From an optimization exercise on the open Yosys and OpenROAD flow, aimed at small area, a short achievable clock period and few clock cycles per item; shortcuts taken in it are not production practice.
In this exercise RTL edits were held to simulation tests only and were not proved equivalent to the original.
No activity file was given, so power comes from the tool's default toggle rates.

## isd_decode
module isd_decode (
    input  wire         clk,
    input  wire         rst,
    input  wire         start,
    input  wire [5:0]   n_in,
    input  wire [4:0]   k_in,
    input  wire [5:0]   t_in,
    output wire         ready,
    input  wire         row_valid,
    input  wire [32:0]  row_in,       
    input  wire [7:0]   y_in,         
    output wire         row_ready,
    output reg          done,
    output reg  [2:0]   err,
    output reg  [32:0]  m_out
);
==> flow/config.mk <==
export PLATFORM = sky130hd
export DESIGN_NAME = isd_decode
export DESIGN_NICKNAME = isd_decode
export VERILOG_FILES = /design/flow/design.v
export SDC_FILE = /design/flow/constraint.sdc
export NUM_CORES = 4
export LEC_CHECK = 0
export CAP_MARGIN = 20
export CORE_MARGIN = 2
export CORE_UTILIZATION = 60
export CTS_CLUSTER_DIAMETER = 100
export CTS_CLUSTER_SIZE = 20
export SLEW_MARGIN = 20
==> flow/constraint.sdc <==
create_clock -name core_clock -period 15.0 [get_ports {clk}]
set_input_delay 3.0000 -clock core_clock [delete_from_list [all_inputs] [get_ports {clk}]]
set_output_delay 3.0000 -clock core_clock [all_outputs]
set_load 0.01 [all_outputs]
standard.sh (not shown) runs the stock make flow with config.mk's settings and CLKGATE_MAP_FILE= SYNTH_SCRIPT=/design/flow/synth_recipe.tcl, a recipe that flattens the netlist after the stock synthesis.
==> flow/flow/run.sh <==
#!/bin/bash
# Layout flow: the standard flow (standard.sh, unchanged), with
# - the port buffers that buffer_ports inserts made of sky130_fd_sc_hd__buf_2
#   cells instead of the cell it picks by default;
# - clock tree synthesis with the standard arguments and config.mk's cluster
#   settings, but without dummy loads.
# The whole output of the flow goes to flow_stdout.log; each ORFS step keeps
# its own log under orfs/logs/.
set -euo pipefail
export BUFFER_PORTS_ARGS="-buffer_cell sky130_fd_sc_hd__buf_2"
export CTS_ARGS="-sink_clustering_enable -repair_clock_nets -sink_clustering_size 20 -sink_clustering_max_diameter 100 -dont_use_dummy_load"
bash standard.sh > flow_stdout.log 2>&1
The baseline finished clean.
Testbench counts at the start, summed over its fixed seeds: cycles 16,324, items 960.
Then changed:
==> flow/flow/run.sh (replaced) <==
#!/bin/bash
# Layout flow: the standard flow (standard.sh, unchanged), with the port
# buffers that buffer_ports inserts made of sky130_fd_sc_hd__buf_2 cells
# instead of the cell it picks by default. The whole output of the flow goes
# to flow_stdout.log; each ORFS step keeps its own log under orfs/logs/.
set -euo pipefail
export BUFFER_PORTS_ARGS="-buffer_cell sky130_fd_sc_hd__buf_2"
bash standard.sh > flow_stdout.log 2>&1
What happened: Cell area rises by 0.36%; clock-buffer cell count rises by 13; non-clock buffer count rises by 1; sequential share of layout area falls by 0.13 points.

========
Another version of the RTL of isd_decode (not shown whole).
Size in the first run: about 4100 cells after synthesis, ~700 flip-flops, ~100 I/O pins.
export LEC_CHECK = 0
export CAP_MARGIN = 20
export CORE_MARGIN = 2
export CORE_UTILIZATION = 60
export CTS_CLUSTER_DIAMETER = 100
export CTS_CLUSTER_SIZE = 20
export SLEW_MARGIN = 20
create_clock -name core_clock -period 15.0 [get_ports {clk}]
==> flow/flow/run.sh <==
#!/bin/bash
# Layout flow: the standard flow (standard.sh, unchanged), with
# - the port buffers that buffer_ports inserts made of sky130_fd_sc_hd__buf_2
#   cells instead of the cell it picks by default;
# - clock tree synthesis with the standard arguments and config.mk's cluster
#   settings, but without dummy loads.
# The whole output of the flow goes to flow_stdout.log; each ORFS step keeps
# its own log under orfs/logs/.
set -euo pipefail
export BUFFER_PORTS_ARGS="-buffer_cell sky130_fd_sc_hd__buf_2"
export CTS_ARGS="-sink_clustering_enable -repair_clock_nets -sink_clustering_size 20 -sink_clustering_max_diameter 100 -dont_use_dummy_load"
bash standard.sh > flow_stdout.log 2>&1
Testbench counts at the start, summed over its fixed seeds: cycles 16,324, items 960.
==> next run, changes <==
--- a/flow/flow/run.sh
+++ b/flow/flow/run.sh
@@ -11 +11 @@
-export CTS_ARGS="-sink_clustering_enable -repair_clock_nets -sink_clustering_size 20 -sink_clustering_max_diameter 100 -dont_use_dummy_load"
+export CTS_ARGS="-sink_clustering_enable -repair_clock_nets -sink_clustering_size 20 -sink_clustering_max_diameter 100 -dont_use_dummy_load -buf_list {sky130_fd_sc_hd__clkbuf_8 sky130_fd_sc_hd__clkbuf_16}"
Settings changed: CTS_BUF_LIST set to sky130_fd_sc_hd__clkbuf_8 sky130_fd_sc_hd__clkbuf_16.
- The changed run went through all stages and came out clean
- cell area does not change
- total power stays the same
- combinational power is about the same
- routed wire length does not change

[re-timing with driven ports]
In the flow no input, the clock included, has a driving cell. The finished layouts below were timed again as built, in two steps. Step 1 (the two cells are an assumption about what drives the block):
set clk [get_ports {clk}]
set_driving_cell -lib_cell sky130_fd_sc_hd__clkbuf_16 $clk
set_driving_cell -lib_cell sky130_fd_sc_hd__buf_2 [delete_from_list [all_inputs] $clk]
Step 2, shift: input delay + t, output delay - t, t = (earliest + latest rising clock arrival at the registers) / 2. This alone moves slack from input paths to output paths. Slacks: ideal ports / drivers / drivers and shift; pairs: ideal ports / drivers.
run	t, ns	setup WS [ns]	latest minus earliest clock arrival (ns)
the first run of note 1	0.663	10.523 / 10.523 / 10.523	0.048 / 0.047
the second run of note 1	0.680	10.522 / 10.522 / 10.522	0.028 / 0.028
the first run of note 2	0.659	10.699 / 10.630 / 10.137	0.060 / 0.059
the second run of note 2	0.659	10.699 / 10.630 / 10.137	0.060 / 0.059
After both steps setup and hold are still met in every run listed.
